This is an optimization exercise on Yosys and OpenROAD, whose aim is small area, a short achievable clock period and few clock cycles, not a production implementation. Function was checked by simulation only, so behaviour that the tests miss may differ from the original. Power figures rest on the tool's default switching activity, not on a simulated workload.

==> flow/design.v <==
module vrd_scan (
    input  wire [2:0] shape,    
    input  wire       regime,
    input  wire [5:0] cursor,   
    output wire [2:0] row,
    output wire [2:0] col
);
    reg  [1:0] sel;
    always @(*) begin
        case (shape)
            3'd0:    sel = regime ? 2'd0 : 2'd0;
            3'd3:    sel = regime ? 2'd2 : 2'd1;
            3'd6:    sel = regime ? 2'd1 : 2'd2;
            default: sel = 2'd3;
        endcase
    end
    reg [5:0] rc;
    always @(*) begin
        case ({sel, cursor})
            {2'd0, 6'd0}: rc = {3'd0, 3'd0};
            {2'd0, 6'd1}: rc = {3'd0, 3'd1};
            {2'd0, 6'd2}: rc = {3'd1, 3'd0};
            {2'd0, 6'd3}: rc = {3'd2, 3'd0};
            {2'd0, 6'd4}: rc = {3'd1, 3'd1};
            {2'd0, 6'd5}: rc = {3'd0, 3'd2};
            {2'd0, 6'd6}: rc = {3'd0, 3'd3};
            {2'd0, 6'd7}: rc = {3'd1, 3'd2};
            {2'd0, 6'd8}: rc = {3'd2, 3'd1};
            {2'd0, 6'd9}: rc = {3'd3, 3'd0};
            {2'd0, 6'd10}: rc = {3'd4, 3'd0};
            {2'd0, 6'd11}: rc = {3'd3, 3'd1};
            {2'd0, 6'd12}: rc = {3'd2, 3'd2};
            {2'd0, 6'd13}: rc = {3'd1, 3'd3};
            {2'd0, 6'd14}: rc = {3'd0, 3'd4};
            {2'd0, 6'd15}: rc = {3'd0, 3'd5};
            {2'd0, 6'd16}: rc = {3'd1, 3'd4};
            {2'd0, 6'd17}: rc = {3'd2, 3'd3};
            {2'd0, 6'd18}: rc = {3'd3, 3'd2};
            {2'd0, 6'd19}: rc = {3'd4, 3'd1};
            {2'd0, 6'd20}: rc = {3'd5, 3'd0};
            {2'd0, 6'd21}: rc = {3'd6, 3'd0};
            {2'd0, 6'd22}: rc = {3'd5, 3'd1};
            {2'd0, 6'd23}: rc = {3'd4, 3'd2};
            {2'd0, 6'd24}: rc = {3'd3, 3'd3};
            {2'd0, 6'd25}: rc = {3'd2, 3'd4};
            {2'd0, 6'd26}: rc = {3'd1, 3'd5};
            {2'd0, 6'd27}: rc = {3'd0, 3'd6};
            {2'd0, 6'd28}: rc = {3'd0, 3'd7};
            {2'd0, 6'd29}: rc = {3'd1, 3'd6};
            {2'd0, 6'd30}: rc = {3'd2, 3'd5};
            {2'd0, 6'd31}: rc = {3'd3, 3'd4};
            {2'd0, 6'd32}: rc = {3'd4, 3'd3};
            {2'd0, 6'd33}: rc = {3'd5, 3'd2};
            {2'd0, 6'd34}: rc = {3'd6, 3'd1};
            {2'd0, 6'd35}: rc = {3'd7, 3'd0};
            {2'd0, 6'd36}: rc = {3'd7, 3'd1};
            {2'd0, 6'd37}: rc = {3'd6, 3'd2};
            {2'd0, 6'd38}: rc = {3'd5, 3'd3};
            {2'd0, 6'd39}: rc = {3'd4, 3'd4};
            {2'd0, 6'd40}: rc = {3'd3, 3'd5};
            {2'd0, 6'd41}: rc = {3'd2, 3'd6};
            {2'd0, 6'd42}: rc = {3'd1, 3'd7};
            {2'd0, 6'd43}: rc = {3'd2, 3'd7};
            {2'd0, 6'd44}: rc = {3'd3, 3'd6};
            {2'd0, 6'd45}: rc = {3'd4, 3'd5};
            {2'd0, 6'd46}: rc = {3'd5, 3'd4};
            {2'd0, 6'd47}: rc = {3'd6, 3'd3};
            {2'd0, 6'd48}: rc = {3'd7, 3'd2};
            {2'd0, 6'd49}: rc = {3'd7, 3'd3};
            {2'd0, 6'd50}: rc = {3'd6, 3'd4};
            {2'd0, 6'd51}: rc = {3'd5, 3'd5};
            {2'd0, 6'd52}: rc = {3'd4, 3'd6};
            {2'd0, 6'd53}: rc = {3'd3, 3'd7};
            {2'd0, 6'd54}: rc = {3'd4, 3'd7};
            {2'd0, 6'd55}: rc = {3'd5, 3'd6};
            {2'd0, 6'd56}: rc = {3'd6, 3'd5};
            {2'd0, 6'd57}: rc = {3'd7, 3'd4};
            {2'd0, 6'd58}: rc = {3'd7, 3'd5};
            {2'd0, 6'd59}: rc = {3'd6, 3'd6};
            {2'd0, 6'd60}: rc = {3'd5, 3'd7};
            {2'd0, 6'd61}: rc = {3'd6, 3'd7};
            {2'd0, 6'd62}: rc = {3'd7, 3'd6};
            {2'd0, 6'd63}: rc = {3'd7, 3'd7};
            {2'd1, 6'd0}: rc = {3'd0, 3'd0};
            {2'd1, 6'd1}: rc = {3'd0, 3'd1};
            {2'd1, 6'd2}: rc = {3'd1, 3'd0};
            {2'd1, 6'd3}: rc = {3'd2, 3'd0};
            {2'd1, 6'd4}: rc = {3'd1, 3'd1};
            {2'd1, 6'd5}: rc = {3'd0, 3'd2};
            {2'd1, 6'd6}: rc = {3'd0, 3'd3};
            {2'd1, 6'd7}: rc = {3'd1, 3'd2};
            {2'd1, 6'd8}: rc = {3'd2, 3'd1};
            {2'd1, 6'd9}: rc = {3'd3, 3'd0};
            {2'd1, 6'd10}: rc = {3'd3, 3'd1};
            {2'd1, 6'd11}: rc = {3'd2, 3'd2};
            {2'd1, 6'd12}: rc = {3'd1, 3'd3};
            {2'd1, 6'd13}: rc = {3'd0, 3'd4};
            {2'd1, 6'd14}: rc = {3'd0, 3'd5};
            {2'd1, 6'd15}: rc = {3'd1, 3'd4};
            {2'd1, 6'd16}: rc = {3'd2, 3'd3};
            {2'd1, 6'd17}: rc = {3'd3, 3'd2};
            {2'd1, 6'd18}: rc = {3'd3, 3'd3};
            {2'd1, 6'd19}: rc = {3'd2, 3'd4};
            {2'd1, 6'd20}: rc = {3'd1, 3'd5};
            {2'd1, 6'd21}: rc = {3'd0, 3'd6};
            {2'd1, 6'd22}: rc = {3'd0, 3'd7};
            {2'd1, 6'd23}: rc = {3'd1, 3'd6};
            {2'd1, 6'd24}: rc = {3'd2, 3'd5};
            {2'd1, 6'd25}: rc = {3'd3, 3'd4};
            {2'd1, 6'd26}: rc = {3'd3, 3'd5};
            {2'd1, 6'd27}: rc = {3'd2, 3'd6};
            {2'd1, 6'd28}: rc = {3'd1, 3'd7};
            {2'd1, 6'd29}: rc = {3'd2, 3'd7};
            {2'd1, 6'd30}: rc = {3'd3, 3'd6};
            {2'd1, 6'd31}: rc = {3'd3, 3'd7};
            {2'd2, 6'd0}: rc = {3'd0, 3'd0};
            {2'd2, 6'd1}: rc = {3'd0, 3'd1};
            {2'd2, 6'd2}: rc = {3'd1, 3'd0};
            {2'd2, 6'd3}: rc = {3'd2, 3'd0};
            {2'd2, 6'd4}: rc = {3'd1, 3'd1};
            {2'd2, 6'd5}: rc = {3'd0, 3'd2};
            {2'd2, 6'd6}: rc = {3'd0, 3'd3};
            {2'd2, 6'd7}: rc = {3'd1, 3'd2};
            {2'd2, 6'd8}: rc = {3'd2, 3'd1};
            {2'd2, 6'd9}: rc = {3'd3, 3'd0};
            {2'd2, 6'd10}: rc = {3'd4, 3'd0};
            {2'd2, 6'd11}: rc = {3'd3, 3'd1};
            {2'd2, 6'd12}: rc = {3'd2, 3'd2};
            {2'd2, 6'd13}: rc = {3'd1, 3'd3};
            {2'd2, 6'd14}: rc = {3'd2, 3'd3};
            {2'd2, 6'd15}: rc = {3'd3, 3'd2};
            {2'd2, 6'd16}: rc = {3'd4, 3'd1};
            {2'd2, 6'd17}: rc = {3'd5, 3'd0};
            {2'd2, 6'd18}: rc = {3'd6, 3'd0};
            {2'd2, 6'd19}: rc = {3'd5, 3'd1};
            {2'd2, 6'd20}: rc = {3'd4, 3'd2};
            {2'd2, 6'd21}: rc = {3'd3, 3'd3};
            {2'd2, 6'd22}: rc = {3'd4, 3'd3};
            {2'd2, 6'd23}: rc = {3'd5, 3'd2};
            {2'd2, 6'd24}: rc = {3'd6, 3'd1};
            {2'd2, 6'd25}: rc = {3'd7, 3'd0};
            {2'd2, 6'd26}: rc = {3'd7, 3'd1};
            {2'd2, 6'd27}: rc = {3'd6, 3'd2};
            {2'd2, 6'd28}: rc = {3'd5, 3'd3};
            {2'd2, 6'd29}: rc = {3'd6, 3'd3};
            {2'd2, 6'd30}: rc = {3'd7, 3'd2};
            {2'd2, 6'd31}: rc = {3'd7, 3'd3};
            {2'd3, 6'd0}: rc = {3'd0, 3'd0};
            {2'd3, 6'd1}: rc = {3'd0, 3'd1};
            {2'd3, 6'd2}: rc = {3'd1, 3'd0};
            {2'd3, 6'd3}: rc = {3'd2, 3'd0};
            {2'd3, 6'd4}: rc = {3'd1, 3'd1};
            {2'd3, 6'd5}: rc = {3'd0, 3'd2};
            {2'd3, 6'd6}: rc = {3'd0, 3'd3};
            {2'd3, 6'd7}: rc = {3'd1, 3'd2};
            {2'd3, 6'd8}: rc = {3'd2, 3'd1};
            {2'd3, 6'd9}: rc = {3'd3, 3'd0};
            {2'd3, 6'd10}: rc = {3'd3, 3'd1};
            {2'd3, 6'd11}: rc = {3'd2, 3'd2};
            {2'd3, 6'd12}: rc = {3'd1, 3'd3};
            {2'd3, 6'd13}: rc = {3'd2, 3'd3};
            {2'd3, 6'd14}: rc = {3'd3, 3'd2};
            {2'd3, 6'd15}: rc = {3'd3, 3'd3};
            default: rc = 6'd0;
        endcase
    end
    assign row = regime ? rc[2:0] : rc[5:3];
    assign col = regime ? rc[5:3] : rc[2:0];
endmodule
module vrd (
    input  wire        clk,
    input  wire        rst,           
    input  wire        cmd_valid,
    output wire        cmd_ready,
    input  wire [35:0] cmd_word,
    output wire        rsp_valid,
    input  wire        rsp_ready,
    output wire [35:0] rsp_word,
    output wire        irq,
    output wire        sym_req,
    output wire [1:0]  sym_class,
    output wire        sym_regime,
    input  wire        sym_ack,
    input  wire [3:0]  sym_data,
    output wire        coef_req,
    output wire [2:0]  coef_cs,
    input  wire        coef_ack,
    input  wire        coef_err,
    input  wire        coef_last,
    input  wire [31:0] coef_skip,
    input  wire [31:0] coef_value,
    output wire        itx_req,
    output wire        itx_op,        
    output wire [2:0]  itx_shape,
    output wire        itx_kind,      
    output wire [5:0]  itx_idx,
    output wire [15:0] itx_coef,
    input  wire        itx_ack,
    input  wire [15:0] itx_res,
    output wire        mem_req,
    output wire        mem_we,
    output wire [31:0] mem_addr,
    output wire [7:0]  mem_wdata,
    input  wire        mem_ack,
    input  wire [7:0]  mem_rdata
);
    localparam [3:0] OP_NOP = 4'd0, OP_SETQ = 4'd1, OP_SETCTX = 4'd2, OP_SETBASE = 4'd3,
                     OP_SETSTRIDE = 4'd4, OP_DECBLK = 4'd5, OP_CLRACC = 4'd6,
                     OP_RDREG = 4'd7, OP_RDBLK = 4'd8, OP_CLRERR = 4'd9;
    localparam [2:0] ST_OK = 3'd0, ST_ILLCMD = 3'd1, ST_UNCFG = 3'd2, ST_QZERO = 3'd3,
                     ST_STREAM = 3'd4, ST_REFUSED = 3'd5;
    localparam [2:0] SH_FULL = 3'd0, SH_PAIR8x4 = 3'd3, SH_PAIR4x8 = 3'd6, SH_QUAD = 3'd7;
    reg [7:0]  q_mquant;
    reg        q_halfqp;
    reg        q_pquant;
    reg        c_regime;
    reg [2:0]  c_cs;
    reg        c_patf;
    reg        c_resred;
    reg [31:0] dstbase;
    reg [31:0] dststride;
    reg [3:0]  cfgv;
    reg [23:0] ttacc3;         
    reg        res_valid;      
    reg [6:0]  placed0, placed1, placed2, placed3;
    reg        err;
    reg [2:0]  errcode;
    reg [1:0]  errsub;
    reg [31:0] cmdcnt;
    reg [7:0]  quant;
    reg        scale0;         
    wire [1023:0] blkq;        
    reg        crdy;           
    reg        st_exec;        
    reg [3:0]  op;
    reg [10:0] cd;             
    reg        cd_hi;          
    reg        st_sym, st_pull, st_nsub, st_bub1, st_bub2, st_fin, fin_err, st_rdblk;
    reg        clr_pend;       
    reg        fin_ttout;      
    reg [2:0]  fin_n;          
    reg        r_itx, r_itxop, r_mem, r_memwe;
    reg [1:0]  r_class;
    reg [2:0]  wshape;
    reg [3:0]  wsubpat;
    reg [1:0]  k;
    reg [6:0]  cur;
    reg [6:0]  remc;           
    reg [5:0]  pidx;           
    reg [5:0]  rsel;           
    reg        lcol;           
    reg [1:0]  astep;          
    reg        r_kind;
    reg [15:0] r_coef;
    reg [31:0] r_addr;
    reg [31:0] r_nrow;         
    reg [8:0]  r_res;          
    reg [7:0]  r_wdata;
    reg        r_rspv;
    reg [34:0] r_rsp;
    reg        we0;
    reg [5:0]  pos0;
    reg [15:0] v0;
    reg [1:0]  k0;
    reg        we1;
    reg [5:0]  cell1;
    reg [15:0] s1, c1;         
    wire st_beat = r_itx & ~r_itxop;
    wire st_res  = r_itx &  r_itxop;
    wire st_mrd  = r_mem & ~r_memwe;
    wire st_mwr  = r_mem &  r_memwe;
    wire d_noshape = cd[3];
    wire d_first   = cd[4];
    wire d_skipblk = cd[5];
    assign cmd_ready  = crdy;
    assign rsp_valid  = r_rspv;
    assign rsp_word   = {1'b0, r_rsp};
    assign irq        = err;
    assign sym_req    = st_sym;
    assign sym_class  = r_class;
    assign sym_regime = c_regime;
    assign coef_req   = st_pull;
    assign coef_cs    = c_cs;
    assign itx_req    = r_itx;
    assign itx_op     = r_itxop;
    assign itx_shape  = wshape;
    assign itx_kind   = r_kind;
    assign itx_idx    = pidx;
    assign itx_coef   = r_coef;
    assign mem_req    = r_mem;
    assign mem_we     = r_memwe;
    assign mem_addr   = r_addr;
    assign mem_wdata  = r_wdata;
    reg [3:0] pat;
    always @(*) begin
        case (wshape)
            SH_FULL:    pat = 4'hF;
            SH_QUAD:    pat = ~wsubpat;
            SH_PAIR8x4: pat = ~{wsubpat[1], wsubpat[1], wsubpat[0], wsubpat[0]};
            default:    pat = ~{wsubpat[1], wsubpat[0], wsubpat[1], wsubpat[0]};
        endcase
    end
    wire [31:0] reg_ttacc  = {1'b0, ttacc3[23:21], 1'b0, ttacc3[20:18], 1'b0, ttacc3[17:15],
                              1'b0, ttacc3[14:12], 1'b0, ttacc3[11:9],  1'b0, ttacc3[8:6],
                              1'b0, ttacc3[5:3],   1'b0, ttacc3[2:0]};
    wire [31:0] reg_result = res_valid ? {16'd0, 1'b1, wsubpat, wshape, 4'd0, pat} : 32'd0;
    wire [31:0] reg_status = {16'd0, cfgv, 2'd0, errsub, 1'b0, errcode, 3'd0, err};
    reg [31:0] regval;
    always @(*) begin
        case (cd[3:0])
            4'd0:    regval = {22'd0, q_pquant, q_halfqp, q_mquant};
            4'd1:    regval = {26'd0, c_resred, c_patf, c_cs, c_regime};
            4'd2:    regval = dstbase;
            4'd3:    regval = dststride;
            4'd4:    regval = reg_ttacc;
            4'd5:    regval = reg_result;
            4'd6:    regval = {1'b0, placed3, 1'b0, placed2, 1'b0, placed1, 1'b0, placed0};
            4'd7:    regval = reg_status;
            4'd8:    regval = cmdcnt;
            default: regval = {8'd0, quant, 7'd0, quant, scale0};
        endcase
    end
    reg rsv;
    always @(*) begin
        case (op)
            OP_SETQ:                  rsv = cd_hi | cd[10];
            OP_SETCTX, OP_RDBLK:      rsv = cd_hi | (|cd[10:6]);
            OP_SETBASE, OP_SETSTRIDE: rsv = 1'b0;
            OP_DECBLK:                rsv = cd_hi | cd[7];
            OP_RDREG:                 rsv = cd_hi | (|cd[10:4]);
            default:                  rsv = cd_hi | (|cd);
        endcase
    end
    wire admitted = (op == OP_NOP) | (op == OP_RDREG) | (op == OP_RDBLK) | (op == OP_CLRERR);
    wire refused  = err & ~admitted;
    wire illegal  = (op >= 4'd10) | rsv | ((op == OP_RDREG) & (cd[3:0] >= 4'd10)) |
                    ((op == OP_DECBLK) & d_noshape & (cd[2:0] != 3'd0));
    wire dec_go   = (op == OP_DECBLK) & (cfgv == 4'b1111) & (q_mquant != 8'd0);
    function [2:0] norm_shape(input [2:0] raw);
        case (raw)
            3'd0:             norm_shape = SH_FULL;
            3'd1, 3'd2, 3'd3: norm_shape = SH_PAIR8x4;
            3'd4, 3'd5, 3'd6: norm_shape = SH_PAIR4x8;
            default:          norm_shape = SH_QUAD;
        endcase
    endfunction
    wire wide = ~wshape[2];                
    reg       has_nxt;
    reg [1:0] nxt_k;
    always @(*) begin
        has_nxt = 1'b0;
        nxt_k   = 2'd0;
        case (wshape)
            SH_PAIR8x4, SH_PAIR4x8: begin
                has_nxt = (k == 2'd0) & ~wsubpat[0];
                nxt_k   = 2'd1;
            end
            SH_QUAD: begin
                if (k == 2'd0 && !wsubpat[2]) begin
                    has_nxt = 1'b1; nxt_k = 2'd1;
                end else if (k <= 2'd1 && !wsubpat[1]) begin
                    has_nxt = 1'b1; nxt_k = 2'd2;
                end else if (k <= 2'd2 && !wsubpat[0]) begin
                    has_nxt = 1'b1; nxt_k = 2'd3;
                end
            end
            default: ;
        endcase
    end
    function [5:0] cell_of(input [2:0] shp, input [1:0] kk, input [5:0] p);
        if (!shp[2])
            cell_of = {p[5] | (shp[0] & kk[0]), p[4:0]};
        else
            cell_of = {p[4] | (shp[0] & kk[1]), p[3:2], kk[0], p[1:0]};
    endfunction
    wire last_idx = wshape == SH_FULL ? (pidx == 6'd63) :
                    wshape == SH_QUAD ? (pidx[3:0] == 4'd15) : (pidx[4:0] == 5'd31);
    wire [5:0] pidx_inc  = pidx + 6'd1;
    wire [5:0] pidx_inc2 = pidx + 6'd2;
    wire inc_last_col = wide ? (pidx_inc[2:0] == 3'd7) : (pidx_inc[1:0] == 2'd3);
    function [6:0] cap_of(input [2:0] shp);
        cap_of = (shp == SH_FULL) ? 7'd64 : (shp == SH_QUAD) ? 7'd16 : 7'd32;
    endfunction
    wire [6:0] cur_sum = cur + coef_skip[6:0];
    wire       overrun = (|coef_skip[31:7]) | (coef_skip[6:0] >= remc);
    wire       place   = ~coef_err & ~overrun;
    wire       sub_end = overrun | coef_last;
    reg [6:0] placed_k;
    always @(*) begin
        case (k)
            2'd0: placed_k = placed0;
            2'd1: placed_k = placed1;
            2'd2: placed_k = placed2;
            default: placed_k = placed3;
        endcase
    end
    wire [2:0] scan_row, scan_col;
    vrd_scan u_scan (
        .shape  (wshape),
        .regime (c_regime),
        .cursor (pos0),
        .row    (scan_row),
        .col    (scan_col)
    );
    wire       y0b_0 = (wshape == SH_PAIR8x4 & k0[0]) | (wshape == SH_QUAD & k0[1]);
    wire       x0b_0 = wshape[2] & k0[0];
    wire [5:0] place_cell = {scan_row[2] | y0b_0, scan_row[1:0], scan_col[2] | x0b_0, scan_col[1:0]};
    wire [8:0]  scl = {quant, scale0};
    wire [15:0] pp0 = v0 & {16{scl[0]}};
    wire [15:0] pp1 = {v0[14:0], 1'b0} & {16{scl[1]}};
    wire [15:0] pp2 = {v0[13:0], 2'b0} & {16{scl[2]}};
    wire [15:0] pp3 = {v0[12:0], 3'b0} & {16{scl[3]}};
    wire [15:0] pp4 = {v0[11:0], 4'b0} & {16{scl[4]}};
    wire [15:0] pp5 = {v0[10:0], 5'b0} & {16{scl[5]}};
    wire [15:0] pp6 = {v0[9:0],  6'b0} & {16{scl[6]}};
    wire [15:0] pp7 = {v0[8:0],  7'b0} & {16{scl[7]}};
    wire [15:0] pp8 = {v0[7:0],  8'b0} & {16{scl[8]}};
    function [31:0] csa(input [15:0] a, input [15:0] b, input [15:0] c);
        csa = {a ^ b ^ c, ((a[14:0] & b[14:0]) | (a[14:0] & c[14:0]) | (b[14:0] & c[14:0])), 1'b0};
    endfunction
    wire [31:0] l1a = csa(pp0, pp1, pp2);
    wire [31:0] l1b = csa(pp3, pp4, pp5);
    wire [31:0] l1c = csa(pp6, pp7, pp8);
    wire [31:0] l2a = csa(l1a[31:16], l1a[15:0], l1b[31:16]);
    wire [31:0] l2b = csa(l1b[15:0], l1c[31:16], l1c[15:0]);
    wire [31:0] l3a = csa(l2a[31:16], l2a[15:0], l2b[31:16]);
    wire [31:0] l4a = csa(l3a[31:16], l3a[15:0], l2b[15:0]);
    wire [15:0] q16  = {8'd0, quant};
    wire [15:0] t_u  = s1 + c1;
    wire [31:0] csp  = csa(s1, c1, q16);
    wire [31:0] csm  = csa(s1, c1, ~q16);
    wire [15:0] t_p  = csp[31:16] + csp[15:0];
    wire [15:0] t_m  = csm[31:16] + {csm[15:1], 1'b1};
    wire [15:0] deq_val = q_pquant ? t_u : (t_u[15] ? t_m : t_p);
    wire [63:0] rd_hot = 64'd1 << rsel;
    reg  [15:0] rd_raw;
    integer i;
    always @(*) begin
        rd_raw = 16'd0;
        for (i = 0; i < 64; i = i + 1)
            rd_raw = rd_raw | (blkq[16*i +: 16] & {16{rd_hot[i]}});
    end
    wire [15:0] rd_val = (we1 && cell1 == rsel) ? deq_val : rd_raw;
    wire        y0b = (wshape == SH_PAIR8x4 & k[0]) | (wshape == SH_QUAD & k[1]);
    wire        x0b = wshape[2] & k[0];
    wire [31:0] add_b = (astep == 2'd2) ? {dststride[29:0], 2'b00} : dststride;
    wire [31:0] nrow_next = r_nrow + add_b;
    wire [31:0] base_x0   = x0b ? {dstbase[31:2] + 30'd1, dstbase[1:0]} : dstbase;
    wire [31:0] addr_inc  = r_addr + 32'd1;
    wire        res_hi = ~itx_res[15] & ((|itx_res[14:8]) | (&itx_res[7:0]));
    wire        res_lo =  itx_res[15] & ~((&itx_res[14:8]) & (|itx_res[7:0]));
    wire [8:0]  res_sat = res_hi ? 9'd255 : res_lo ? 9'h101 : itx_res[8:0];
    wire [9:0]  pix_sum = {2'b00, mem_rdata} + {r_res[8], r_res};
    wire [7:0]  pix_new = pix_sum[9] ? 8'd0 : pix_sum[8] ? 8'd255 : pix_sum[7:0];
    wire        blk_clear = clr_pend;
    wire [15:0] wbus      = deq_val & {16{~blk_clear}};
    reg  [15:0] blk [0:63];
    genvar gc;
    generate
        for (gc = 0; gc < 64; gc = gc + 1) begin : g_cell
            wire we_c = blk_clear | (we1 & (cell1 == gc));
            always @(posedge clk)
                if (we_c)
                    blk[gc] <= wbus;
            assign blkq[16*gc +: 16] = blk[gc];
        end
    endgenerate
    always @(posedge clk) begin
        v0    <= coef_value[15:0];
        pos0  <= cur_sum[5:0];
        k0    <= k;
        cell1 <= place_cell;
        s1    <= l4a[31:16];
        c1    <= l4a[15:0];
    end
    wire slot_free  = ~r_rspv | rsp_ready;
    wire dec_active = st_sym | st_pull | st_nsub | st_bub1 | st_bub2 | st_fin | r_itx | r_mem;
    wire exec_go    = st_exec & ~dec_active & slot_free;
    wire last_wr    = st_mwr & mem_ack & last_idx & ~has_nxt;
    wire finish_ok  = last_wr & slot_free;
    always @(posedge clk) begin
        if (rst) begin
            q_mquant  <= 8'd0;
            q_halfqp  <= 1'b0;
            q_pquant  <= 1'b0;
            c_regime  <= 1'b0;
            c_cs      <= 3'd0;
            c_patf    <= 1'b0;
            c_resred  <= 1'b0;
            dstbase   <= 32'd0;
            dststride <= 32'd0;
            cfgv      <= 4'd0;
            ttacc3    <= 24'd0;
            res_valid <= 1'b0;
            wshape    <= 3'd0;
            wsubpat   <= 4'd0;
            placed0   <= 7'd0;
            placed1   <= 7'd0;
            placed2   <= 7'd0;
            placed3   <= 7'd0;
            err       <= 1'b0;
            errcode   <= 3'd0;
            errsub    <= 2'd0;
            cmdcnt    <= 32'd0;
            quant     <= 8'd0;
            scale0    <= 1'b0;
            crdy      <= 1'b1;
            st_exec   <= 1'b0;
            st_sym    <= 1'b0;
            st_pull   <= 1'b0;
            st_nsub   <= 1'b0;
            st_rdblk  <= 1'b0;
            clr_pend  <= 1'b0;
            st_bub1   <= 1'b0;
            st_bub2   <= 1'b0;
            st_fin    <= 1'b0;
            astep     <= 2'd0;
            r_itx     <= 1'b0;
            r_mem     <= 1'b0;
            r_rspv    <= 1'b0;
            we0       <= 1'b0;
            we1       <= 1'b0;
        end else begin
            we0 <= st_pull & coef_ack & place;
            we1 <= we0;
            if (we0) begin
                case (k0)
                    2'd0: placed0 <= placed0 + 7'd1;
                    2'd1: placed1 <= placed1 + 7'd1;
                    2'd2: placed2 <= placed2 + 7'd1;
                    default: placed3 <= placed3 + 7'd1;
                endcase
            end
            if (r_rspv && rsp_ready)
                r_rspv <= 1'b0;
            if (crdy && cmd_valid) begin
                crdy    <= 1'b0;
                st_exec <= 1'b1;
                op      <= cmd_word[35:32];
                cd      <= cmd_word[10:0];
                cd_hi   <= |cmd_word[31:11];
                rsel    <= cmd_word[5:0];
                if (cmd_word[35:32] == OP_SETBASE && !err) begin
                    dstbase <= cmd_word[31:0];
                    cfgv[2] <= 1'b1;
                end
                if (cmd_word[35:32] == OP_SETSTRIDE && !err) begin
                    dststride <= cmd_word[31:0];
                    cfgv[3]   <= 1'b1;
                end
            end
            clr_pend <= exec_go & ~refused & ~illegal & dec_go;
            if (exec_go) begin
                st_exec <= 1'b0;
                if (refused) begin
                    r_rspv <= 1'b1;
                    r_rsp  <= {ST_REFUSED, reg_status};
                    crdy   <= 1'b1;
                end else if (illegal) begin
                    r_rspv <= 1'b1;
                    crdy   <= 1'b1;
                    if (!err) begin
                        err     <= 1'b1;
                        errcode <= ST_ILLCMD;
                        errsub  <= 2'd0;
                        r_rsp   <= {ST_ILLCMD, 16'd0, cfgv, 2'd0, 2'd0, 1'b0, ST_ILLCMD, 3'd0, 1'b1};
                    end else begin
                        r_rsp   <= {ST_ILLCMD, reg_status};
                    end
                end else if (op == OP_DECBLK) begin
                    if (cfgv != 4'b1111) begin
                        r_rspv  <= 1'b1;
                        crdy    <= 1'b1;
                        err     <= 1'b1;
                        errcode <= ST_UNCFG;
                        errsub  <= 2'd0;
                        r_rsp   <= {ST_UNCFG, 16'd0, cfgv, 2'd0, 2'd0, 1'b0, ST_UNCFG, 3'd0, 1'b1};
                    end else if (q_mquant == 8'd0) begin
                        r_rspv  <= 1'b1;
                        crdy    <= 1'b1;
                        err     <= 1'b1;
                        errcode <= ST_QZERO;
                        errsub  <= 2'd0;
                        r_rsp   <= {ST_QZERO, 16'd0, cfgv, 2'd0, 2'd0, 1'b0, ST_QZERO, 3'd0, 1'b1};
                    end else begin
                        placed0   <= 7'd0;
                        placed1   <= 7'd0;
                        placed2   <= 7'd0;
                        placed3   <= 7'd0;
                        res_valid <= 1'b0;
                        quant     <= q_mquant[7] ? (~q_mquant + 8'd1) : q_mquant;
                        scale0    <= ~q_mquant[7] & q_halfqp;
                        cur       <= 7'd0;
                        fin_ttout <= cd[6];
                        fin_n     <= cd[10:8];
                        remc      <= cap_of(norm_shape(cd[2:0]));
                        fin_err   <= 1'b0;
                        wshape    <= norm_shape(cd[2:0]);
                        if (d_noshape) begin
                            st_sym  <= 1'b1;
                            r_class <= 2'd0;
                        end else begin
                            case (cd[2:0])
                                3'd0: begin
                                    wsubpat <= 4'd0;
                                    k       <= 2'd0;
                                    st_pull <= 1'b1;
                                end
                                3'd7: begin
                                    st_sym  <= 1'b1;
                                    r_class <= 2'd1;
                                end
                                3'd3, 3'd6: begin
                                    st_sym  <= 1'b1;
                                    r_class <= 2'd2;
                                end
                                3'd2, 3'd5: begin
                                    wsubpat <= 4'b0010;
                                    k       <= 2'd1;
                                    st_pull <= 1'b1;
                                end
                                default: begin
                                    wsubpat <= 4'b0001;
                                    k       <= 2'd0;
                                    st_pull <= 1'b1;
                                end
                            endcase
                        end
                    end
                end else if (op == OP_RDBLK) begin
                    r_coef   <= rd_raw;
                    st_rdblk <= 1'b1;
                end else begin
                    r_rspv <= 1'b1;
                    crdy   <= 1'b1;
                    cmdcnt <= cmdcnt + 32'd1;
                    r_rsp  <= {ST_OK, 32'd0};
                    case (op)
                        OP_SETQ: begin
                            q_mquant <= cd[7:0];
                            q_halfqp <= cd[8];
                            q_pquant <= cd[9];
                            cfgv[0]  <= 1'b1;
                        end
                        OP_SETCTX: begin
                            c_regime <= cd[0];
                            c_cs     <= cd[3:1];
                            c_patf   <= cd[4];
                            c_resred <= cd[5];
                            cfgv[1]  <= 1'b1;
                        end
                        OP_CLRACC: ttacc3 <= 24'd0;
                        OP_RDREG:  r_rsp <= {ST_OK, regval};
                        OP_CLRERR: begin
                            err     <= 1'b0;
                            errcode <= 3'd0;
                            errsub  <= 2'd0;
                        end
                        default: ;
                    endcase
                end
            end
            if (st_rdblk) begin
                st_rdblk <= 1'b0;
                r_rspv   <= 1'b1;
                crdy     <= 1'b1;
                cmdcnt   <= cmdcnt + 32'd1;
                r_rsp    <= {ST_OK, {16{r_coef[15]}}, r_coef};
            end
            if (st_sym && sym_ack) begin
                case (r_class)
                    2'd0: begin
                        wshape <= norm_shape(sym_data[2:0]);
                        remc   <= cap_of(norm_shape(sym_data[2:0]));
                        if (sym_data[2:0] == 3'd0) begin
                            wsubpat <= 4'd0;
                            k       <= 2'd0;
                            st_sym  <= 1'b0;
                            st_pull <= 1'b1;
                        end else if (sym_data[2:0] == 3'd7) begin
                            r_class <= 2'd1;
                        end else if (sym_data[2:0] == 3'd3 || sym_data[2:0] == 3'd6 ||
                                     !d_first || c_patf) begin
                            r_class <= 2'd2;
                        end else begin
                            st_sym  <= 1'b0;
                            st_pull <= 1'b1;
                            if (sym_data[2:0] == 3'd2 || sym_data[2:0] == 3'd5) begin
                                wsubpat <= 4'b0010;
                                k       <= 2'd1;
                            end else begin
                                wsubpat <= 4'b0001;
                                k       <= 2'd0;
                            end
                        end
                    end
                    2'd1: begin
                        remc    <= 7'd16;
                        wsubpat <= ~sym_data;
                        st_sym  <= 1'b0;
                        st_pull <= |sym_data;
                        st_fin  <= ~(|sym_data);
                        k <= sym_data[3] ? 2'd0 : sym_data[2] ? 2'd1 : sym_data[1] ? 2'd2 : 2'd3;
                    end
                    default: begin
                        wsubpat <= (sym_data[1:0] == 2'd0) ? 4'd0 : {2'd0, sym_data[1:0] ^ 2'b11};
                        st_sym  <= 1'b0;
                        st_pull <= 1'b1;
                        k       <= (sym_data[1:0] == 2'd1) ? 2'd1 : 2'd0;
                    end
                endcase
            end
            if (st_pull) begin
                rsel <= cell_of(wshape, k, 6'd0);
            end
            if (st_pull && coef_ack) begin
                cur   <= cur_sum + 7'd1;
                remc  <= remc - coef_skip[6:0] - 7'd1;
                astep <= 2'd1;
                if (coef_err) begin
                    st_pull <= 1'b0;
                    st_fin  <= 1'b1;
                    fin_err <= 1'b1;
                end else if (sub_end) begin
                    st_pull <= 1'b0;
                    st_bub1 <= ~d_skipblk;
                    st_nsub <= d_skipblk;
                end
            end
            if (st_nsub) begin
                st_nsub <= 1'b0;
                if (has_nxt) begin
                    k       <= nxt_k;
                    cur     <= 7'd0;
                    remc    <= cap_of(wshape);
                    st_pull <= 1'b1;
                end else begin
                    st_fin  <= 1'b1;
                end
            end
            if (astep == 2'd1) begin
                r_nrow <= base_x0;
                astep  <= 2'd2;
            end
            if (astep == 2'd2) begin
                if (y0b)
                    r_nrow <= nrow_next;
                astep <= 2'd3;
            end
            if (astep == 2'd3) begin
                r_addr <= r_nrow;
                r_nrow <= nrow_next;
                lcol   <= 1'b0;
                astep  <= 2'd0;
            end
            if (st_bub1) begin
                st_bub1 <= 1'b0;
                if (we0 && pos0 == 6'd0) begin
                    st_bub2 <= 1'b1;
                end else begin
                    r_kind  <= we0 ? (placed_k == 7'd0) : (placed_k == 7'd1);
                    r_itx   <= 1'b1;
                    r_itxop <= 1'b0;
                    pidx    <= 6'd0;
                    r_coef  <= rd_val;
                    rsel    <= cell_of(wshape, k, 6'd1);
                end
            end
            if (st_bub2) begin
                st_bub2 <= 1'b0;
                r_kind  <= (placed_k == 7'd1);
                r_itx   <= 1'b1;
                r_itxop <= 1'b0;
                pidx    <= 6'd0;
                r_coef  <= rd_val;
                rsel    <= cell_of(wshape, k, 6'd1);
            end
            if (st_beat && itx_ack) begin
                if (last_idx) begin
                    r_itxop <= 1'b1;
                    pidx    <= 6'd0;
                end else begin
                    pidx    <= pidx_inc;
                    r_coef  <= rd_val;
                    rsel    <= cell_of(wshape, k, pidx_inc2);
                end
            end
            if (st_res && itx_ack) begin
                r_itx   <= 1'b0;
                r_mem   <= 1'b1;
                r_memwe <= 1'b0;
                r_res   <= res_sat;
            end
            if (st_mrd && mem_ack) begin
                r_memwe <= 1'b1;
                r_wdata <= pix_new;
                if (last_idx && !has_nxt)
                    crdy <= 1'b1;
            end
            if (st_mwr && mem_ack) begin
                r_mem <= 1'b0;
                if (!last_idx) begin
                    pidx  <= pidx_inc;
                    lcol  <= inc_last_col;
                    r_itx <= 1'b1;
                    if (lcol) begin
                        r_addr <= r_nrow;
                        r_nrow <= nrow_next;
                    end else begin
                        r_addr <= addr_inc;
                    end
                end else if (has_nxt) begin
                    k       <= nxt_k;
                    cur     <= 7'd0;
                    remc    <= cap_of(wshape);
                    st_pull <= 1'b1;
                end
            end
            if (last_wr && !slot_free)
                st_fin <= 1'b1;
            if (finish_ok || (st_fin && !fin_err && !we0 && !we1 && slot_free)) begin
                st_fin    <= 1'b0;
                r_rspv    <= 1'b1;
                crdy      <= ~(st_exec | (crdy & cmd_valid));
                res_valid <= 1'b1;
                cmdcnt    <= cmdcnt + 32'd1;
                r_rsp     <= {ST_OK, 16'd0, 1'b1, wsubpat, wshape, 4'd0, pat};
                if (fin_ttout)
                    ttacc3 <= ttacc3 | ({21'd0, wshape} << (fin_n * 3));
            end
            if (st_fin && fin_err && !we0 && !we1 && slot_free) begin
                st_fin <= 1'b0;
                r_rspv <= 1'b1;
                crdy   <= ~(st_exec | (crdy & cmd_valid));
                if (!err) begin
                    err     <= 1'b1;
                    errcode <= ST_STREAM;
                    errsub  <= k;
                    r_rsp   <= {ST_STREAM, 16'd0, cfgv, 2'd0, k, 1'b0, ST_STREAM, 3'd0, 1'b1};
                end else begin
                    r_rsp   <= {ST_STREAM, reg_status};
                end
            end
        end
    end
endmodule
==> flow/flow/run.sh <==
#!/bin/bash
# Layout flow: the standard flow (standard.sh, unchanged synthesis and
# steps) with two changes to how the layout is optimised:
#  - the setup repair aims for 6.5 ns of slack instead of stopping at 0, and
#  - the port buffers are plain buffers (buf_2) instead of delay cells.
# Clock-tree clustering comes from config.mk. Every tool's output is kept:
# make's in make_finish.log, and each ORFS step's in orfs/logs.
set -euo pipefail
bash standard.sh SETUP_SLACK_MARGIN=6.5 "BUFFER_PORTS_ARGS=-buffer_cell sky130_fd_sc_hd__buf_2" finish > make_finish.log 2>&1
==> flow/standard.sh <==
#!/bin/bash
# synth_recipe.tcl (not shown) runs the flow's synth.tcl, then flattens the netlist and writes it again
# the make line also repeats each setting of config.mk as NAME=value (left out here)
make -C /OpenROAD-flow-scripts/flow DESIGN_CONFIG=/design/flow/config.mk WORK_HOME=/design/flow/orfs CLKGATE_MAP_FILE= SYNTH_SCRIPT=/design/flow/synth_recipe.tcl "${@:-finish}"
==> flow/config.mk <==
export PLATFORM = sky130hd
export DESIGN_NAME = vrd
export DESIGN_NICKNAME = vrd
export VERILOG_FILES = /design/flow/design.v
export SDC_FILE = /design/flow/constraint.sdc
export NUM_CORES = 4
export LEC_CHECK = 0
export CAP_MARGIN = 20
export CORE_MARGIN = 2
export CORE_UTILIZATION = 50
export CTS_CLUSTER_DIAMETER = 60
export CTS_CLUSTER_SIZE = 30
export SLEW_MARGIN = 20
export SYNTH_MEMORY_MAX_BITS = 16384
==> flow/constraint.sdc <==
create_clock -name core_clock -period 10.0 [get_ports {clk}]
set_input_delay 2.0000 -clock core_clock [delete_from_list [all_inputs] [get_ports {clk}]]
set_output_delay 2.0000 -clock core_clock [all_outputs]
set_load 0.01 [all_outputs]
==> results of run 1 <==
-- metrics by stage --
| step | cell area (µm²) | hold slack [ns] | total power [mW] |
|---|---|---|---|
| 2_1_floorplan | 69350 | 0.3605 | 7.303 |
| 3_3_place_gp | 73290 | 0.4462 | 7.651 |
| 3_5_place_dp | 73310 | 0.4537 | 7.660 |
| 4_1_cts | 79900 | 0.4710 | 12.70 |
| 5_1_grt | 82500 | 0.4831 | 13.04 |
| 6_report | 82520 | 0.4704 | 12.76 |
-- worst max-delay path by stage --
stage	slack (ns)	cells past startpoint	startpoint	endpoint
2_1_floorplan	6.20	12	mem_rdata[0]	r_wdata[0]$_SDFFCE_PP0P_
3_3_place_gp	4.98	14	quant[2]$_SDFFE_PP0P_	blk[36][12]$_DFFE_PP_
3_5_place_dp	4.99	13	quant[2]$_SDFFE_PP0P_	blk[43][10]$_DFFE_PP_
4_1_cts	6.38	15	astep[0]$_SDFFE_PP0P_	r_nrow[24]$_DFFE_PN_
5_1_grt	6.18	15	astep[0]$_SDFFE_PP0P_	r_nrow[24]$_DFFE_PN_
6_report	6.27	15	astep[0]$_SDFFE_PP0P_	r_nrow[24]$_DFFE_PN_
-- power by group through the flow --
stage / combinational, mW / sequential [mW] / clock (mW)
after floorplan: 0.499 / 6.80 / 0
after global placement: 0.788 / 6.86 / 0
after detailed placement: 0.797 / 6.86 / 0
after CTS: 0.863 / 6.71 / 5.13
after global routing: 0.973 / 6.72 / 5.35
final: 0.928 / 6.72 / 5.12
-- cell usage after synthesis (all sizes together), types with 61 or more instances --
cell and number:
xnor2 115, mux2i 71, nor2 414, xor2 61
nand3 111, nor3 120, nand2 511, a22oi 542
o21ai 204, fa 86, inv 215, a21oi 279
a21o 83, nand4 105, dfxtp 265, and2 116
edfxtp 1210, ha 150, clkbuf 268
-- flip-flops by register name (all words and copies together), names as in the netlist, 7 cells and up --
| name | cells |
|---|---|
| blk | 1024 |
| r_rsp | 35 |
| cmdcnt | 32 |
| dstbase | 32 |
| dststride | 32 |
| r_addr | 32 |
| r_nrow | 32 |
| ttacc3 | 24 |
| r_coef | 16 |
| s1 | 16 |
| v0 | 16 |
| c1 | 11 |
| cd | 11 |
| r_res | 9 |
| q_mquant | 8 |
| quant | 8 |
| r_wdata | 8 |
| placed0 | 7 |
| placed1 | 7 |
| placed2 | 7 |
| placed3 | 7 |
| remc | 7 |
-- metal layers --
layer	wire, µm	GRT usage	part of all wire
met5	49	0	0.00018
met4	20840	0.2224	0.076
met3	37690	0.09865	0.14
met2	120300	0.5669	0.44
met1	96110	0.4849	0.35
-- layout by cell type, fill, tap and decap left out, drive strengths merged, types with 45 or more instances in the layout --
| cell | instances |
|---|---|
| a211oi | 51 |
| a21o | 83 |
| a21oi | 279 |
| a22oi | 542 |
| and2 | 116 |
| and3 | 51 |
| buf | 631 |
| clkbuf | 156 |
| dfxtp | 265 |
| edfxtp | 1210 |
| fa | 86 |
| ha | 150 |
| inv | 254 |
| mux2 | 45 |
| mux2i | 71 |
| nand2 | 512 |
| nand3 | 111 |
| nand4 | 105 |
| nor2 | 418 |
| nor3 | 120 |
| nor4 | 60 |
| o21ai | 204 |
| xnor2 | 115 |
| xor2 | 61 |
-- cells by family after synthesis --
| logic type | count (synthesis) |
|---|---|
| AOI/OAI and AO/OA | 1510 |
| xor gates and xnor gates | 176 |
| adders and majority gates | 237 |
| buffers and inverters | 513 |
| DFF | 1475 |
| muxes | 121 |
| other | 1 |
| and+or+nand+nor | 1689 |
-- timing repair --
item,in CTS,in global routing
buffers inserted,116,84
gates resized for setup,230,195
gates cloned,15,46
pin swaps,53,98
setup endpoints to repair,1246,1003
-- layout make-up --
type	instances	area (µm²)	share of cell area
flip-flops and latches	1475	41700	0.5053
multi-input cells	3740	27420	0.3323
repair buffers	662	6047	0.07328
clock buffers	128	3025	0.03666
well taps	1781	2228	0.02700
clock inverters	92	1227	0.01487
inverters	218	843.3	0.01022
diodes	12	30.03	0.0003639
-- tightest hold or removal path, cell delays in order (launching register included) --
cell     delay [ns]
dfxtp_1        0.33
a31oi_1        0.04
nor2_1         0.07
==> flow_metrics.tcl, run 1 <==
set metrics [dict create \
    status "no timing/DRC/antenna violations" \
    path_class "register to register" \
    grt_pass1_vias 48930 \
    required_ns 10.59 \
    grt_max_degree 121 \
    synth_top_family_by_area "compound AO/OA/AOI/OAI gates" \
    synth-simple-area-share 0.1196 \
    synth_largest_area_cell "edfxtp_1" \
    synthXorXnorAreaFrac 0.02247 \
    power_frac_comb 0.073 \
    reg2reg_to "r_nrow[24]$_DFFE_PN_" \
    layoutNonFillerInstCount 8108 \
    fin_tns_setup_ns 0 \
    p_sw_mw 3.357 \
    vdd_drop_max_v 0.0002117 \
    gp_congestion 0.9644 \
    finalMaxSlewViolations 0 \
    cellLeakagePower_nw 29.97 \
    max_cap_viol_count 0 \
    clk_latency_ns 0.83 \
    critPathBufInv 3 \
    cts_hold_buf 0 \
    hold_depth 2 \
    hp-class "register to register" \
    cpLargestDelayFamily "compound AO/OA/AOI/OAI gates" \
    antenna_found_initial 19 \
    reg2reg_from "astep[0]$_SDFFE_PP0P_" \
    crit_chain "inv_2, ha_4, buf_12, mux2_4, ha_4, nor2b_4, o31a_1, o41a_1, o211ai_1, a21o_1, buf_6, a21oi_1, o21a_1, o21a_1, o31ai_2" \
    die_h_um 374.4 \
    fp-row-count 135 \
    placed_cells 7613 \
    syn_to_final_growth_pct 20.29 \
    synthDistinctLibCells 91 \
    h-tree-depth 3 \
    core_area_mm2 0.1358 \
    min_period_ns 3.727 \
    synth_fa_ha_area_frac 0.05260 \
    seq_area_frac_synth 0.6069 \
    ys.flop_type "edfxtp_1" \
    pwr-share-seq 0.526 \
    cts_buffers 116 \
    crit_arrival_ns 4.32 \
    fmaxAchievable_mhz 268.3 \
    via_per_inst 6.692 \
    timing.final.ws_setup_ns 6.273 \
    switching_share 0.2630 \
    fp.dieW_um 374.4 \
    cp_max_fo 7 \
    dp_slack_ns 4.995 \
    post-route-util 0.6077 \
    routed_wl_um 275000 \
    ys_warn_count 3 \
    syn_avg_cell_area_um2 11.99 \
    hold_viol 0 \
    cts.clk_slew.worst_paths_ns 0.08 \
    p_int_mw 9.407 \
    drtAntennaViolNets 0 \
    clock_path_buffers 3 \
    fillers 10710 \
    io_pins 255 \
    clockPowerShare 0.401 \
    relSlewSlack 0.1748 \
    synth_seq_cells 1475 \
    cts-root-buf "clkbuf_16" \
    synth.top_cell.area_share 0.5296 \
    muxShareOfSynthArea 0.01939 \
    hpwl_um 168700 \
    netlist_area_mm2 0.06861 \
    synth-edff-count 1210 \
    drt_iter0_markers 8472 \
    critPathSlowestCell "o41a_1" \
    tightest_slew_ns 1.238 \
    netlist_instances 5722 \
    critPathMaxStageDelay_ns 0.46 \
    end_kind "register" \
    setup_viol 0 \
    r2r_slack_ns 6.27 \
    grt-ovfl-total 0 \
    period_share 0.3727 \
    drc_errors 0 \
    grt_pass1_wl_um 371000 \
    cts_tree "done" \
    portBuffers 237 \
    hold-path-endpoint "ttacc3[9]$_SDFF_PP0_" \
    drive_above_1_share 0.2111 \
    rsz0062_at_grt "yes" \
    die_area_mm2 0.1402 \
    vias 54260 \
    hp-start "ttacc3[9]$_SDFF_PP0_" \
    start_kind "register" \
    syn_nets 6096 \
    nNetsFinal 6587 \
    wl_per_cell_um 33.92 \
    cts.sinks 1475 \
    async_flop_share 0 \
    power_density_mw_per_mm2 154.7 \
    drt-pass1-iter-count 6 \
    finClkSkew_ns 0.1057 \
    synthTopCellsByArea "edfxtp_1, dfxtp_1, a22oi_1, nand2_1, ha_1" \
    track_usage 0.3744 \
    initial_utilization 0.5052 \
    rr_worst_depth 15 \
    synth_compound_area_frac 0.1507 \
]
Testbench counts, summed over its fixed seeds: cycles 127,797.
==> run 2: changes to the inputs <==
==> flow/flow/run.sh (replaced) <==
#!/bin/bash
# Layout flow: the standard flow (standard.sh, unchanged synthesis and
# steps) with two changes to how the layout is optimised:
#  - the setup repair aims for 6.35 ns of slack instead of stopping at 0, and
#  - the port buffers are plain buffers (buf_2) instead of delay cells.
# Clock-tree clustering comes from config.mk. Every tool's output is kept:
# make's in make_finish.log, and each ORFS step's in orfs/logs.
set -euo pipefail
bash standard.sh SETUP_SLACK_MARGIN=6.35 "BUFFER_PORTS_ARGS=-buffer_cell sky130_fd_sc_hd__buf_2" finish > make_finish.log 2>&1
--- a/flow/config.mk
+++ b/flow/config.mk
@@ -7,7 +7,7 @@
 export LEC_CHECK = 0
 export CAP_MARGIN = 20
 export CORE_MARGIN = 2
-export CORE_UTILIZATION = 50
+export CORE_UTILIZATION = 40
 export CTS_CLUSTER_DIAMETER = 60
 export CTS_CLUSTER_SIZE = 30
 export SLEW_MARGIN = 20
==> run 2 against run 1 <==
Effect of this change: worst hold slack better by 0.0012 ns; wire length is 1.7% lower; maximum frequency is 1.2% lower; synthesized cell count stayed put; via count is 1.9% lower; design area is 3.2% lower; final cell count is 3.3% higher; register-to-register slack worse by 0.04 ns; utilization is 14 points lower; die area is 25% higher.
==> flow_metrics.tcl, run 2 <==
set metrics [dict create \
    drive_above_1_share 0.1712 \
    power_frac_comb 0.070 \
    core_area_mm2 0.1698 \
    cts_tree "done" \
    finalMaxSlewViolations 0 \
    synth_largest_area_cell "edfxtp_1" \
    status "no timing/DRC/antenna violations" \
    hold_slack_ns 0.4716 \
    drtAntennaViolNets 0 \
    end_kind "register" \
    start_kind "register" \
    syn_nets 6096 \
    cp_max_fo 15 \
    fmaxAchievable_mhz 265.2 \
    multi_input_area_mm2 0.02670 \
    synthDistinctLibCells 91 \
    top_register "blk" \
    fin_tns_setup_ns 0 \
    synthTopCellsByCount "edfxtp_1, a22oi_1, nand2_1" \
    grt_pass1_wl_um 372900 \
    regArea_mm2 0.04170 \
    track_usage 0.3011 \
    nNetsFinal 6425 \
    synth-edff-count 1210 \
    layout_commonest_cell "edfxtp_1" \
    final_area_mm2 0.07991 \
    min_period_ns 3.770 \
    vdd_drop_max_v 0.0001743 \
    die_h_um 418.1 \
    async_flop_share 0 \
    tightest_slew_ns 1.268 \
    cts.sinks 1475 \
    largest_reg_flops 1024 \
    grt_max_degree 85 \
    clk_latency_ns 0.85 \
    drc_errors 0 \
    syn_avg_cell_area_um2 11.99 \
    max_cap_viol_count 0 \
    power_mw 12.49 \
    drt-pass1-iter-count 8 \
    switching_share 0.2637 \
    h-tree-depth 3 \
    hpwl_um 170400 \
    ys.flop_type "edfxtp_1" \
    period_share 0.3770 \
    clock_path_buffers 3 \
    post-synth-top-count-cell "edfxtp_1" \
    clockPowerShare 0.391 \
    drt_iter0_markers 8317 \
    pwr-share-seq 0.538 \
    path_class "register to register" \
    syn_to_final_growth_pct 16.48 \
    required_ns 10.51 \
    setup_viol 0 \
    crit_arrival_ns 4.28 \
    dp_slack_ns 4.949 \
    wl_per_cell_um 32.27 \
    hold_viol 0 \
    fp-row-count 151 \
    portBuffers 237 \
    io_pins 255 \
    fp.dieW_um 418.1 \
    die_area_mm2 0.1748 \
    layoutNonFillerInstCount 8376 \
    ys_warn_count 3 \
    synth_seq_cells 1475 \
    p_sw_mw 3.295 \
    cts_hold_buf 0 \
    hp-class "register to register" \
    netlist_area_mm2 0.06861 \
    vias 53220 \
    netlist_instances 5722 \
    post-route-util 0.4705 \
    via_per_inst 6.354 \
    cts_buffers 111 \
    fillers 15120 \
    routed_wl_um 270300 \
    power_density_mw_per_mm2 156.3 \
    seq_area_frac_synth 0.6069 \
    grt_pass1_vias 49050 \
    placed_cells 8052 \
    cts.clk_slew.worst_paths_ns 0.07 \
    antenna_found_initial 15 \
    synthTopCellsByArea "edfxtp_1, dfxtp_1, a22oi_1, nand2_1, ha_1" \
    layout_common_cells "edfxtp_1, a22oi_1, nand2_1" \
    initial_utilization 0.4039 \
    grt-ovfl-total 0 \
    cellLeakagePower_nw 28.64 \
    timing.final.ws_setup_ns 6.230 \
    rsz0062_at_grt "yes" \
    reg.largest.list "blk (1024), r_rsp (35)" \
    synth.top_cell.area_share 0.5296 \
    finClkSkew_ns 0.1120 \
    p_int_mw 9.198 \
    dpl_cell_area_mm2 0.07360 \
    gp_congestion 0.9531 \
    cts-root-buf "clkbuf_16" \
    relSlewSlack 0.1522 \
]
-- run 2: cell counts after synthesis --
Identical to the previous run, type by type.
-- run 2: power groups by stage --
stage | registers, mW | logic, mW | clock network, mW
2_1_floorplan | 6.80 | 0.496 | 0
4_1_cts | 6.72 | 0.831 | 4.91
3_3_place_gp | 6.87 | 0.791 | 0
5_1_grt | 6.73 | 0.925 | 5.13
6_report | 6.73 | 0.876 | 4.89
3_5_place_dp | 6.87 | 0.798 | 0
-- run 2: final timing paths --
kind                           start             endpoint  slack [ns]  cells after the start
setup / recovery   rsel[4]$_DFFE_PN_  r_coef[5]$_DFFE_PN_        6.23                     10
hold / removal    st_bub1$_SDFF_PP0_   st_bub1$_SDFF_PP0_        0.47                      1
setup reg to reg   rsel[4]$_DFFE_PN_  r_coef[5]$_DFFE_PN_        6.23                     10
hold reg to reg   st_bub1$_SDFF_PP0_   st_bub1$_SDFF_PP0_        0.47                      1
-- run 2: worst max-delay path: stages, from the launching register on --
cell,delay (ns)
edfxtp_1,0.53
buf_4,0.23
nand2b_4,0.24
nor2_1,0.14
buf_4,0.30
a22oi_1,0.33
nand4_1,0.14
nor2_1,0.57
nand4_1,0.53
a211oi_1,0.38
a21oi_1,0.07
-- run 2: final cells by class --
| type | instances | share of cell area |
|---|---|---|
| antenna | 12 | 0.0003758 |
| clock buffer | 122 | 0.03545 |
| tap | 2218 | 0.03473 |
| inverter | 218 | 0.01038 |
| clock inverter | 86 | 0.01409 |
| timing repair buffer | 506 | 0.04905 |
| multi-input combinational | 3739 | 0.3341 |
| sequential | 1475 | 0.5218 |
-- run 2: cell families after synthesis --
| family | count (synthesis) | synth area share |
|---|---|---|
| XOR/XNOR | 176 | 0.02247 |
| buffers and inverters | 513 | 0.02823 |
| multiplexers | 121 | 0.01939 |
| AO/OA/AOI/OAI | 1510 | 0.1507 |
| adder cells (fa/ha/maj) | 237 | 0.05260 |
| AND/OR/NAND/NOR | 1689 | 0.1196 |
| other | 1 | 0.00005466 |
| flip-flops | 1475 | 0.6069 |
-- run 2: what timing repair did --
item / 4_1_cts / 5_1_grt
resized for setup: 153 / 102
setup buffers: 61 / 23
gates cloned: 17 / 0
setup endpoints to repair: 1204 / 1014
pin swaps: 30 / 34
-- run 2: per-layer routing --
layer / track usage / share of wire / vias up
li1: - / - / 22370
met1: 0.4032 / 0.37 / 26480
met2: 0.4432 / 0.43 / 3676
met3: 0.08068 / 0.14 / 687
met4: 0.1658 / 0.066 / 4
met5: 0 / 0.00010 / -

-- what the ideal ports hide --
In the flow no input, the clock included, has a driving cell. The finished layouts below were timed again as built, in two steps. Step 1 (the two cells are an assumption about what drives the block):
set clk [get_ports {clk}]
set_driving_cell -lib_cell sky130_fd_sc_hd__clkbuf_16 $clk
set_driving_cell -lib_cell sky130_fd_sc_hd__buf_2 [delete_from_list [all_inputs] $clk]
Step 2, shift: input delay + t, output delay - t, t = (earliest + latest rising clock arrival at the registers) / 2. This alone moves slack from input paths to output paths. Three values: ideal ports, drivers, drivers and shift; two values: the first two.
run	t, ns	setup slack, ns	hold slack, ns	worst setup path after step 2
run 1	0.856	6.273 / 6.273 / 5.832	0.470 / 0.470 / 0.470	input to register
run 2	0.863	6.230 / 6.230 / 5.597	0.472 / 0.472 / 0.472	input to register
After both steps setup and hold are still met in every run listed. For run 2, which loses most, drivers alone change the setup slack by 0.000 ns; drivers and shift together by -0.633 ns.
